Background: an optimization exercise with open tools, aiming at a short achievable clock period and few clock cycles per item. Do not read the settings as production practice.
Only simulation tests tie the RTL to the original design; equivalence was not proved.
No driver is modelled on the clock port, so clocking that relies on it looks cheaper here than on a real chip.
Power figures rest on the tool's default switching activity, not on a simulated workload.

==> flow/design.v <==
module wav12_compressor (
    input  wire        clk,
    input  wire        rst,
    input  wire        start,
    input  wire [3:0]  cfg_shift,
    input  wire [15:0] cfg_nsamples,
    output wire        idle,
    output wire        done,
    input  wire        in_valid,
    input  wire [15:0] in_sample,
    output wire        in_ready,
    output wire        out_valid,
    output wire [7:0]  out_data,
    output wire        out_last,
    input  wire        out_ready
);
    reg        idle_q, done_q, in_ready_q, start_q;
    reg [15:0] rem;          
    reg [15:0] shift_oh;     
    wire go      = start & idle_q;
    wire take    = in_valid & in_ready_q;
    wire cfg_nz  = |cfg_nsamples;
    reg        take_q;
    wire rem_is0 = take_q ? (rem == 16'd1) : (rem == 16'd0);
    wire rem_is1 = take_q ? (rem == 16'd2) : (rem == 16'd1);
    wire [30:0] in_x = {{15{in_sample[15]}}, in_sample};
    reg  [15:0] xq;
    integer b;
    always @* begin
        for (b = 0; b < 16; b = b + 1)
            xq[b] = |(shift_oh & in_x[b +: 16]);
    end
    reg        v0, l0;
    reg [15:0] x0;
    always @(posedge clk) begin
        x0 <= xq;
        l0 <= rem_is1;
        if (rst) v0 <= 1'b0;
        else     v0 <= take;
    end
    reg        v1, l1;
    reg signed [15:0] x1;
    reg signed [17:0] x1_3;          
    wire signed [17:0] x0w = $signed(x0);
    always @(posedge clk) begin
        x1   <= $signed(x0);
        x1_3 <= x0w + (x0w <<< 1);
        l1   <= l0;
        if (rst) v1 <= 1'b0;
        else     v1 <= v0;
    end
    reg signed [15:0] p1;            
    reg signed [19:0] g;             
    reg signed [19:0] h;             
    wire signed [19:0] xw    = x1;
    wire signed [19:0] x3w   = x1_3;
    wire signed [19:0] p1w   = p1;
    wire signed [19:0] e_pos = xw - g;
    wire signed [19:0] e_neg = g - xw;
    wire signed [19:0] g_nx  = x3w + h;
    wire signed [19:0] h_nx  = p1w - x3w;
    reg        v2, l2, neg2;
    reg [19:0] ad2;
    reg [15:0] x2;
    always @(posedge clk) begin
        if (start_q) begin
            p1 <= 16'sd0;
            g  <= 20'sd0;
            h  <= 20'sd0;
        end else if (v1) begin
            p1 <= x1;
            g  <= g_nx;
            h  <= h_nx;
        end
        ad2  <= e_pos[19] ? e_neg : e_pos;
        neg2 <= e_pos[19];
        x2   <= x1;
        l2   <= l1;
        if (rst) v2 <= 1'b0;
        else     v2 <= v1;
    end
    reg  [2:0] pos_acc;
    reg [15:0] sel;
    integer i;
    always @* begin
        sel[0] = |ad2[19:15];
        for (i = 2; i <= 15; i = i + 1)
            sel[i] = ad2[i-1] & ~(|(ad2[19:0] >> i));
        sel[1] = ~(|ad2[19:1]);
    end
    reg [3:0] code_c;
    reg [4:0] sh_c;
    reg [1:0] nf_c;
    reg [2:0] nb_c, pos_c;
    reg [4:0] t_w;
    integer j;
    always @* begin
        code_c = 4'd0; sh_c = 5'd0; nf_c = 2'd0; nb_c = 3'd0; pos_c = 3'd0;
        for (j = 0; j <= 15; j = j + 1) begin
            t_w = {2'b00, pos_acc} + ((j == 0) ? 5'd20 : 5'd5 + j[4:0]);
            if (sel[j]) begin
                code_c = code_c | (j[3:0] - 4'd1);
                sh_c   = sh_c | (5'd27 - j[4:0] - {2'b00, pos_acc});
                nf_c   = nf_c | t_w[4:3];
                nb_c   = nb_c | ({1'b0, t_w[4:3]} + {2'b00, l2 & (t_w[2:0] != 3'd0)});
                pos_c  = pos_c | t_w[2:0];
            end
        end
    end
    wire esc_c = sel[0];
    reg        v3, l3, neg3, esc3;
    reg [14:0] mag3;
    reg [15:0] x3;
    reg [3:0]  code3;
    reg [4:0]  sh3;          
    reg [2:0]  pos3;
    reg [1:0]  nf3;          
    reg [2:0]  nb3;          
    always @(posedge clk) begin
        mag3  <= ad2[14:0];
        neg3  <= neg2;
        esc3  <= esc_c;
        x3    <= x2;
        code3 <= code_c;
        sh3   <= sh_c;
        pos3  <= pos_acc;
        nf3   <= nf_c;
        nb3   <= nb_c;
        l3    <= l2;
        if (start_q)
            pos_acc <= 3'd0;
        else if (v2)
            pos_acc <= pos_c;
        if (rst) v3 <= 1'b0;
        else     v3 <= v2;
    end
    reg  [7:0]  carry;
    wire [31:0] head_n = {code3, ~neg3, 27'd0} >> pos3;
    wire [31:0] mag_n  = {17'd0, mag3} << sh3;
    wire [31:0] unit_e = {4'hF, x3, 12'd0} >> pos3;
    wire [31:0] al4    = esc3 ? unit_e : (head_n | mag_n);
    wire [31:0] m4     = al4 | {carry, 24'd0};
    reg  [7:0]  part4;
    always @* begin
        case (nf3)
            2'd0: part4 = m4[31:24];
            2'd1: part4 = m4[23:16];
            2'd2: part4 = m4[15:8];
            default: part4 = m4[7:0];
        endcase
    end
    reg        v4, l4;
    reg [31:0] m4q;
    reg [2:0]  nb4;
    always @(posedge clk) begin
        m4q <= m4;
        nb4 <= nb3;
        l4  <= l3;
        if (start_q)
            carry <= 8'd0;
        else if (v3)
            carry <= part4;
        if (rst) v4 <= 1'b0;
        else     v4 <= v3;
    end
    reg [7:0] fdata [0:31];
    reg       flast [0:31];
    reg [4:0] wptr, rptr, rptr1;     
    reg [5:0] count;
    wire [2:0] wn = v4 ? nb4 : 3'd0;           
    integer k;
    always @(posedge clk) begin
        for (k = 0; k < 32; k = k + 1) begin : wr
            reg [4:0] rel;
            rel = k[4:0] - wptr;
            if (rel < {2'b00, wn}) begin
                case (rel[1:0])
                    2'd0: fdata[k] <= m4q[31:24];
                    2'd1: fdata[k] <= m4q[23:16];
                    2'd2: fdata[k] <= m4q[15:8];
                    default: fdata[k] <= m4q[7:0];
                endcase
                flast[k] <= l4 & (rel[2:0] == nb4 - 3'd1);
            end
        end
    end
    reg       ov_q, ol_q;
    reg [7:0] od_q;
    wire       xfer    = ov_q & out_ready;
    wire       cnt_is0 = (count == 6'd0);
    wire       cnt_is1 = (count == 6'd1);
    wire [5:0] cnt_add = count + {3'b000, wn};
    wire [5:0] cnt_sub = cnt_add - 6'd1;
    wire [7:0] hd0 = cnt_is0 ? m4q[31:24] : fdata[rptr];
    wire       hl0 = cnt_is0 ? (l4 & (nb4 == 3'd1)) : flast[rptr];
    wire [7:0] hd1 = cnt_is1 ? m4q[31:24] : fdata[rptr1];
    wire       hl1 = cnt_is1 ? (l4 & (nb4 == 3'd1)) : flast[rptr1];
    always @(posedge clk) begin
        od_q <= xfer ? hd1 : hd0;
        ol_q <= xfer ? hl1 : hl0;
        if (rst) begin
            ov_q  <= 1'b0;
            rptr  <= 5'd0;
            rptr1 <= 5'd1;
            wptr  <= 5'd0;
            count <= 6'd0;
        end else begin
            ov_q  <= xfer ? (cnt_sub != 6'd0) : (cnt_add != 6'd0);
            rptr  <= xfer ? rptr1 : rptr;
            rptr1 <= xfer ? rptr1 + 5'd1 : rptr1;
            wptr  <= wptr + {2'b00, wn};
            count <= xfer ? cnt_sub : cnt_add;
        end
    end
    wire [6:0] resv = {1'b0, cnt_add} + {4'd0, v3 ? nb3 : 3'd0}
                    + 7'd3 * ({6'd0, v0} + {6'd0, v1} + {6'd0, v2});
    wire room_take = resv + 7'd3 + 7'd3 + 7'd1 <= 7'd32;
    wire room_idle = resv + 7'd3 + 7'd1 <= 7'd32;
    wire last_out  = xfer & ol_q;
    wire done_next = last_out | (go & ~cfg_nz);
    wire rdy_take  = ~rem_is0 & ~rem_is1 & room_take;
    wire rdy_idle  = ~rem_is0 & room_idle;
    always @(posedge clk) begin
        if (idle_q) begin
            rem      <= cfg_nsamples;
            shift_oh <= 16'd1 << cfg_shift;
        end else if (take_q) begin
            rem      <= rem - 16'd1;
        end
        if (rst) begin
            idle_q     <= 1'b1;
            done_q     <= 1'b0;
            in_ready_q <= 1'b0;
            start_q    <= 1'b0;
            take_q     <= 1'b0;
        end else begin
            take_q  <= take;
            done_q  <= done_next;
            start_q <= go;
            if (go)             idle_q <= ~cfg_nz;
            else if (last_out)  idle_q <= 1'b1;
            if (idle_q)
                in_ready_q <= go & cfg_nz;
            else
                in_ready_q <= take ? rdy_take : rdy_idle;
        end
    end
    assign idle      = idle_q;
    assign done      = done_q;
    assign in_ready  = in_ready_q;
    assign out_valid = ov_q;
    assign out_data  = od_q;
    assign out_last  = ol_q;
endmodule
==> flow/flow/run.sh <==
#!/bin/bash
set -euo pipefail
K=("SETUP_SLACK_MARGIN=7.6" "BUFFER_PORTS_ARGS=-buffer_cell sky130_fd_sc_hd__buf_4")
RES=orfs/results/$FLOW_PLATFORM/wav12_compressor/base
bash standard.sh "${K[@]}" cts > standard_cts.log 2>&1
RES=$RES openroad -no_init -exit flow/rmroot.tcl > rmroot.log 2>&1
if [[ -f $RES/4_cts.odb.new ]]; then
  cp $RES/4_cts.odb.new $RES/4_1_cts.odb
  sleep 1
  mv $RES/4_cts.odb.new $RES/4_cts.odb
  touch $RES/4_cts.sdc
fi
bash standard.sh "${K[@]}" finish > standard_finish.log 2>&1
==> flow/flow/rmroot.tcl <==
set res $::env(RES)
read_db $res/4_cts.odb
set block [ord::get_db_block]
set port_net [$block findNet clk]
set root ""
foreach it [$port_net getITerms] {
  set inst [$it getInst]
  if {[string match "clkbuf_0_*" [$inst getName]]} { set root $inst }
}
if {$root eq ""} { puts "no root buffer"; exit 0 }
set out_net [[$root findITerm X] getNet]
set loads {}
foreach it [$out_net getITerms] {
  if {[$it getInst] ne $root} { lappend loads $it }
}
set n_port [llength [$port_net getITerms]]
puts "root [$root getName] drives [llength $loads] pins; port drives $n_port pins"
if {[llength $loads] + $n_port - 1 > 4} { puts "too many loads, keeping the root"; exit 0 }
foreach it $loads {
  $it disconnect
  $it connect $port_net
}
[$root findITerm A] disconnect
odb::dbInst_destroy $root
odb::dbNet_destroy $out_net
$port_net setSigType CLOCK
puts "port now drives [llength [$port_net getITerms]] pins"
write_db $res/4_cts.odb.new
==> flow/standard.sh <==
#!/bin/bash
# synth_recipe.tcl (not shown) runs the flow's synth.tcl, then flattens the netlist and writes it again
# the make line also repeats each setting of config.mk as NAME=value (left out here)
make -C /OpenROAD-flow-scripts/flow DESIGN_CONFIG=/design/flow/config.mk WORK_HOME=/design/flow/orfs CLKGATE_MAP_FILE= SYNTH_SCRIPT=/design/flow/synth_recipe.tcl "${@:-finish}"
==> flow/config.mk <==
export PLATFORM = sky130hd
export DESIGN_NAME = wav12_compressor
export DESIGN_NICKNAME = wav12_compressor
export VERILOG_FILES = /design/flow/design.v
export SDC_FILE = /design/flow/constraint.sdc
export NUM_CORES = 4
export LEC_CHECK = 0
export CAP_MARGIN = 20
export CORE_MARGIN = 2
export CORE_UTILIZATION = 55
export PLACE_DENSITY = 0.7
export SLEW_MARGIN = 20
==> flow/constraint.sdc <==
create_clock -name core_clock -period 10.0 [get_ports {clk}]
set_input_delay 2.0000 -clock core_clock [delete_from_list [all_inputs] [get_ports {clk}]]
set_output_delay 2.0000 -clock core_clock [all_outputs]
set_load 0.01 [all_outputs]
==> summary.md, run 1 <==
| Metric | Value |
|---|---|
| Status | `complete, no violations` |
| Inst Count DP | `3,880` |
| Peak supply drop | `0.231 mV` |
| # IOs | `54` |
| CP Cell Sequence | `and2_4 > ha_4 > fa_2 > xnor2_4 > inv_2 > ha_4 > fa_1 > ha_4 > a21oi_1 > nor2b_1 > o21ai_1 > or3_4 > a2111oi_4 > a21oi_1 > nor2_1` |
| Layout net count | `3,732` |
| Mapped Nets | `3,371` |
| Largest family of logic cells by synthesized area | `compound AO/OA/AOI/OAI gates` |
| First-pass GRT wire length | `192,000 um` |
| Vias in the first global route | `29,300` |
| Site Rows | `88` |
| Initial antenna violation count | `6` |
| Core area | `58,000 um2` |
| DRC viols | `0` |
| Critical path data arrival time | `roughly 4.2 ns` |
| CTS max path bufs | `3` |
| R2r worst-path depth | `15` |
| EDFF count, synth | `320` |
| HP Class | `reg2reg` |
| LEAKAGE | `16.1 nW` |
| Yosys warns | `3` |
| Synth top area share | `about 30%` |
| XOR/XNOR share of the synthesized area | `3.54%` |
| CTS root buf | `clkbuf_16` |
| Final core utilization | `73.6%` |
| CP max-delay cell | `fa_1` |
| Power Density | `224 nW/um2` |
| Worst-path clk slew | `0.06 ns` |
| Cell mode on critical path | `ha_4` |
| Cell area after synthesis | `approximately 32,000 um2` |
| Achievable Freq | `0.274 GHz` |
| Drt via density | `7.16` |
| Crit path buf inv count | `1` |
| Worst reg2reg path endpoint | `in_ready_q` |
| Post-synthesis compound-gate area fraction | `18.6%` |
| RSZ-0062 raised after global routing | `true` |
| Hold Vio Cnt, Final | `0` |
| Sequential share of the synthesized area | `47.0%` |
| Worst R2R Start | `nb4[0]` |
| Hold_ws | `~0.32 ns` |
| Total CTS buffers | `67` |
| Dominant synthesized flop cell | `edfxtp_1` |
| Port Buffers | `53` |
| Clock skew after layout | `0.0417 ns` |
| Initial DRT Pass Iterations | `14` |
| CTS H-tree depth | `3` |
| Fillcell total | `3,784` |
| Avg WL per Cell | `31.9 um` |
| Max-Slew Margin vs Limit | `30.3%` |
| Synth area leaders | `edfxtp_1 (30%), dfxtp_1 (17%), ha_1 (7.1%)` |
| Final std cells w/o fill | `between 4,000 and 5,000` |
| CTS tree | `built` |
| Worst setup endpoint | `in_ready_q` |
| Adder-Cell Fraction of Synth Area | `7.80%` |
| Die width | `~250 um` |
| Tmin final | `3.65 ns` |
| Die height | `247 um` |
| Largest stage delay, worst path | `0.44 ns` |
| Share of layout cells above drive strength 1 | `32.0%` |
| Die Area | `60,900 um2` |
| Mean Syn Cell Area | `10.3 um2` |
| Top delay family on crit path | `adder cells` |
| FFs w/ async S/R, synth | `0%` |
| PnR Total Power | `0.00956 W` |
| CP startpoint | `nb4[0]` |
| Worst setup path class | `reg2reg` |
| Antenna-violating nets left | `0` |
| Number of DRC markers in iteration 0 | `between 4,000 and 5,000` |
| Post-synth top area cell | `edfxtp_1` |
| Simple-gate share of the synthesized area | `13.1%` |
| DP HPWL | `85,700 um` |
| Total GRT Usage | `43.2%` |
| Slew @ Worst Pin | `1.04 ns` |
| Synth Register Bits | `601` |
| Worst setup EP type | `register` |
| Initial core utilization | `55.9%` |
| Worst Setup Start Kind | `register` |
| Layout area overhead | `31.7%` |
| Distinct cells, synth | `87` |
| Critical Path Fanout Max | `3` |
| Hold_buf cts | `0` |
| Worst EP required | `10.55 ns` |
| Setup-failing EPs final | `0` |
| RePlAce Congestion | `about 1.1` |
| R2R Setup Slk | `6.35 ns` |
| Post-synthesis mux area share | `under 10%` |
| Worst skew pair latency | `0.63 ns` |
| Fin. max-slew vios | `0` |
| Most frequent cells after synthesis | `edfxtp_1 (320), dfxtp_1 (281), nor2_1 (264), a22oi_1 (235), nand2_1 (235)` |
| Final worst path period share | `36.5%` |
| Mapped Cells | `3,135` |
| Largest net degree at the start of global routing | `71` |
| Most used standard cell by instance count after synthesis | `edfxtp_1` |
| DR vias | `30,900` |
| Gr ovfl total | `0` |
| Max Cap Viol | `0` |
| Clock sinks | `601` |
| Total detailed-routing wirelength | `138,000 um` |
| Worst path depth | `15` |
| Setup TNS | `0 ns` |
[layout make-up]
type	count	area, um2	area share [%]
antenna	6	15.0	0.0352
timing repair buffer	426	4170	9.77
tap	765	957	2.24
multi-input combinational	2244	19200	44.9
inverter	156	637	1.49
clock buffer	89	1880	4.40
clock inverter	34	453	1.06
sequential	601	15400	36.1
[cell usage in the layout (no fill, tap or decap), types with 48 or more instances in the layout]
cell and instances:
inv_1 123, dfxtp_1 206, buf_6 80, clkbuf_16 73, nand4_1 67, a22oi_1 214
buf_4 293, a222oi_1 49, nand3_1 48, mux2i_1 110, ha_1 124, o21ai_0 83
edfxtp_1 320, xnor2_1 73, a21oi_1 125, nor2_1 202, nand2_1 204
[state kept, by name, indices dropped and copies added, names as in the netlist, 16 cells and up]
signal / cells
x2: 16
rem: 16
ad2: 20
flast: 32
m4q: 32
x1_3: 17
x3: 16
g: 20
x0: 16
p1: 16
shift_oh: 16
h: 19
fdata: 256
[power breakdown]
| group | switching, W | internal, W | total [W] |
|---|---|---|---|
| clock | 0.00106 | 0.00157 | 0.00262 |
| sequential | 0.000434 | 0.00300 | 0.00343 |
| combinational | 0.00196 | 0.00154 | 0.00350 |
| total | 0.00345 | 0.00611 | 0.00956 |
[per-layer routing]
layer / GRT usage [%] / part of all wire [%] / vias up
met4: 23.8 / 7.5 / 10
met1: 53.4 / 35 / 14900
met3: 17.8 / 15 / 787
met5: 0.735 / 0.18 / -
met2: 63.9 / 42 / 2632
li1: - / - / 12600
[repair_timing]
action / CTS / global route
buffers inserted: 199 / 106
gates resized for setup: 512 / 246
pin swaps: 139 / 171
gates cloned: 3 / 4
setup endpoints to repair: 610 / 370
[metrics by stage]
stage | setup slack, ns | area (um2)
after detailed placement | 5.79 | 34500
after floorplan | 6.46 | 33300
after global routing | 6.22 | 42700
after CTS | 6.35 | 40600
after global placement | 5.74 | 34400
final | 6.35 | 42700
[worst min-delay path by stage]
stage,from,to,cells after the start
floorplan,l0,l1,0
global placement,l1,l2,0
detailed placement,l1,l2,0
CTS,l3,l4,0
global route,ad2[0],mag3[0],0
finish,l3,l4,0
[kinds of logic (layout without fill, tap and decap cells)]
kind of cell | Yosys count | count (layout)
flops | 601 | 601
mux | 180 | 180
buf+inv | 292 | 705
compound gates | 859 | 859
other cells | 0 | 6
fa+ha+maj | 195 | 195
simple gates | 878 | 879
xor+xnor | 130 | 131
Testbench counts, summed over its fixed seeds: cycles 76,996, samples 57,887.
==> inputs of run 2 (changes only) <==
--- a/flow/flow/run.sh
+++ b/flow/flow/run.sh
@@ -2,3 +2,3 @@
 set -euo pipefail
-K=("SETUP_SLACK_MARGIN=7.6" "BUFFER_PORTS_ARGS=-buffer_cell sky130_fd_sc_hd__buf_4")
+K=("SETUP_SLACK_MARGIN=7.4" "BUFFER_PORTS_ARGS=-buffer_cell sky130_fd_sc_hd__buf_4")
 RES=orfs/results/$FLOW_PLATFORM/wav12_compressor/base
--- a/flow/config.mk
+++ b/flow/config.mk
@@ -9,4 +9,4 @@
 export CORE_MARGIN = 2
-export CORE_UTILIZATION = 55
-export PLACE_DENSITY = 0.7
+export CORE_UTILIZATION = 40
+export PLACE_DENSITY = 0.6
 export SLEW_MARGIN = 20
==> run 2 against run 1 <==
Still clean on timing, DRC and antenna. Via count decreased by 9.4%. Die area is 37% higher. Clock power fell by 2%. Combinational power down 17%. Total power shrank 7.2%. Sequential power fell by 1%. Critical path type unchanged.
==> summary.md, run 2 <==
| Metric | Value |
|---|---|
| Max-Slew Margin vs Limit | `24.5%` |
| Distinct cells, synth | `between 80 and 90` |
| Avg WL per Cell | `around 28 um` |
| Die Area | `83,300 um2` |
| # IOs | `54` |
| Drt via density | `6.30` |
| DR vias | `about 28,000` |
| Hold Vio Cnt, Final | `0` |
| Busiest grt layer | `met2` |
| CTS tree | `built` |
| Largest stage delay, worst path | `0.44 ns` |
| Fin. max-slew vios | `0` |
| Worst-path clk slew | `0.06 ns` |
| Post-DP Area | `34,700 um2` |
| Crit path buf inv count | `1` |
| Fillcell total | `just over 7,000` |
| Worst path depth | `15` |
| First-pass GRT wire length | `between 150,000 and 200,000 um` |
| Most common cell after layout, fill and taps aside | `edfxtp_1` |
| Most frequent cells in the layout | `edfxtp_1 (320), nor2_1 (230), a22oi_1 (225)` |
| Die height | `289 um` |
| FFs w/ async S/R, synth | `0%` |
| Peak supply drop | `between 0.1 and 0.15 mV` |
| Power Density | `222 nW/um2` |
| CP max-delay cell | `fa_1` |
| Critical Path Fanout Max | `3` |
| Top delay family on crit path | `adder cells` |
| Clock sinks | `601` |
| Mapped Cells | `3,135` |
| Final worst path period share | `35.3%` |
| RePlAce Congestion | `1.00` |
| Synth area leaders | `edfxtp_1 (30%), dfxtp_1 (17%), ha_1 (7.1%)` |
| Combinational fraction of design power | `between 30 and 40%` |
| Multi-input gate area in the final layout | `around 18,000 um2` |
| Status | `complete, no violations` |
| Place WS | `6.18 ns` |
| Setup-failing EPs final | `0` |
| Met2 Usage GRT | `46.3%` |
| Mapped Nets | `3,371` |
| Global routing usage on met3 | `7.76%` |
| Sequential share of the synthesized area | `47.0%` |
| RSZ-0062 raised after global routing | `true` |
| Vias in the first global route | `~27,000` |
| Largest net degree at the start of global routing | `57` |
| HP Class | `reg2reg` |
| Total CTS buffers | `68` |
| Net switching power | `just over 0.003 W` |
| Number of DRC markers in iteration 0 | `3,494` |
| Layout net count | `between 3,000 and 4,000` |
| Worst setup EP type | `register` |
| Post-synth top area cell | `edfxtp_1` |
| Final std cells w/o fill | `4,453` |
| Most frequent cells after synthesis | `edfxtp_1 (320), dfxtp_1 (281), nor2_1 (264), a22oi_1 (235), nand2_1 (235)` |
| Register Area | `between 15,000 and 20,000 um2` |
| Initial antenna violation count | `4` |
| Slew @ Worst Pin | `between 1 and 1.5 ns` |
| Yosys warns | `3` |
| Port Buffers | `53` |
| Initial core utilization | `40.3%` |
| Initial DRT Pass Iterations | `10` |
| Max Cap Viol | `0` |
| Cell mode on critical path | `ha_4` |
| Site Rows | `104` |
| EDFF count, synth | `320` |
| Most used standard cell by instance count after synthesis | `edfxtp_1` |
| Worst Setup Start Kind | `register` |
| Inst Count DP | `4,180` |
| Core area | `80,400 um2` |
| Gr ovfl total | `0` |
| Sequential Power Share | `38.2%` |
| Worst skew pair latency | `0.66 ns` |
| Die width | `289 um` |
| Final Cell Area | `40,000 um2` |
| Cell area after synthesis | `approximately 32,000 um2` |
| Top reg by flops | `fdata` |
| Synth top area share | `between 20% and 30%` |
| Clock network power share | `roughly 29%` |
| R2r worst-path depth | `15` |
| WHS Path Cells | `0` |
| Mean Syn Cell Area | `10.3 um2` |
| Total GRT Usage | `29.1%` |
| Antenna-violating nets left | `0` |
| DRC viols | `0` |
| CTS root buf | `clkbuf_16` |
| Critical path data arrival time | `4.10 ns` |
| Dominant synthesized flop cell | `edfxtp_1` |
| Met1 GRT Util | `between 30% and 40%` |
| CP Cell Sequence | `and2_4 > ha_4 > fa_2 > xnor2_4 > inv_2 > ha_4 > fa_1 > ha_4 > a21oi_1 > nor2b_1 > o21ai_0 > or3_1 > a2111oi_2 > a21oi_1 > nor2_1` |
| Fin worst setup slack | `between 6 and 7 ns` |
| Largest regs | `fdata: 256 flops, flast: 32 flops, m4q: 32 flops` |
| Total detailed-routing wirelength | `125,000 um` |
| Worst setup path class | `reg2reg` |
| LEAKAGE | `14.9 nW` |
| DP HPWL | `83,400 um` |
| Worst EP required | `10.57 ns` |
| Share of layout cells above drive strength 1 | `23.0%` |
| Tmin final | `3.53 ns` |
| Achievable Freq | `0.284 GHz` |
| Sw frac | `35.0%` |
| CTS H-tree depth | `3` |
| Setup TNS | `0 ns` |
| Max reg flops | `256` |
| Internal power | `between 0.005 and 0.006 W` |
| CTS max path bufs | `3` |
| Synth Register Bits | `about 600` |
| Clock skew after layout | `around 0.049 ns` |
| Layout area overhead | `23.3%` |
run 2: metrics by stage:
stage          hold slack (ns)  total power [W]  utilization (%)
2_1_floorplan            0.310          0.00506                -
3_3_place_gp             0.310          0.00581             43.2
3_5_place_dp             0.312          0.00582             43.2
4_1_cts                  0.326          0.00866             48.2
5_1_grt                  0.324          0.00923             49.7
6_report                 0.323          0.00887             49.7
run 2: layout make-up:
| cell class | instances | area share (%) |
|---|---|---|
| clock inverters | 27 | 0.829 |
| flip-flops and latches | 601 | 38.5 |
| clock buffers | 94 | 4.88 |
| diodes | 4 | 0.0250 |
| inverters | 156 | 1.53 |
| repair buffers | 267 | 6.50 |
| multi-input cells | 2244 | 44.4 |
| well taps | 1060 | 3.32 |
run 2: metal layers:
| metal | routed length (um) | share of wire (%) |
|---|---|---|
| met5 | 31 | 0.025 |
| met4 | 8950 | 7.2 |
| met3 | 13200 | 11 |
| met2 | 55800 | 45 |
| met1 | 46900 | 38 |
run 2: worst paths after layout:
kind	to	slack, ns	start
setup reg to reg	in_ready_q	6.47	nb4[0]
setup / recovery	in_ready_q	6.47	nb4[0]
hold reg to reg	x3[6]	0.32	x2[6]
hold / removal	x3[6]	0.32	x2[6]
run 2: repair_timing:
item,CTS,global route
buffers inserted,76,67
resized for setup,271,142
pin swaps,65,70
endpoints found under the setup margin,511,529
hold buffers,0,0
gates cloned,4,1
run 2: worst reg2reg max path: stages, from the launching register on:
cell,delay (ns)
dfxtp_4,0.34
and2_4,0.16
ha_4,0.16
fa_2,0.41
xnor2_4,0.19
inv_2,0.06
ha_4,0.26
fa_1,0.44
ha_4,0.30
a21oi_1,0.08
nor2b_1,0.10
o21ai_0,0.09
or3_1,0.40
a2111oi_2,0.30
a21oi_1,0.10
nor2_1,0.09
run 2: logic make-up (layout without fill, tap and decap cells):
family | Yosys count | in the layout | share of synthesized area [%]
flops | 601 | 601 | 47.0
xor+xnor | 130 | 130 | 3.54
other cells | 0 | 4 | 0
fa+ha+maj | 195 | 195 | 7.80
simple gates | 878 | 880 | 13.1
mux | 180 | 180 | 6.47
compound gates | 859 | 859 | 18.6
buf+inv | 292 | 544 | 3.54
run 2: power by group through the flow:
stage | registers (W) | clock network [W] | logic [W]
after floorplan | 0.00320 | 0 | 0.00185
after global placement | 0.00342 | 0 | 0.00239
after detailed placement | 0.00342 | 0 | 0.00240
after CTS | 0.00338 | 0.00258 | 0.00270
after global routing | 0.00343 | 0.00267 | 0.00313
final | 0.00339 | 0.00256 | 0.00292

-- re-timing with driven ports --
In the flow no input, the clock included, has a driving cell. The finished layouts below were timed again as built, in two steps. Step 1 (the two cells are an assumption about what drives the block):
set clk [get_ports {clk}]
set_driving_cell -lib_cell sky130_fd_sc_hd__clkbuf_16 $clk
set_driving_cell -lib_cell sky130_fd_sc_hd__buf_2 [delete_from_list [all_inputs] $clk]
Step 2 also shifts input and output timing later by t, the mid clock arrival at the registers, as if the neighbouring blocks saw the same clock. a / b / c = ideal / step 1 / step 2; a / b = the first two.
run	t (ns)	slack for setup (ns)	hold WS [ns]	slew at the worst register clock pin (ns)
run 1	0.671	6.351 / 6.351 / 6.351	0.322 / 0.322 / 0.322	0.07 / 0.07
run 2	0.698	6.473 / 6.473 / 6.473	0.323 / 0.323 / 0.323	0.07 / 0.07
After both steps every run listed still meets setup and hold.
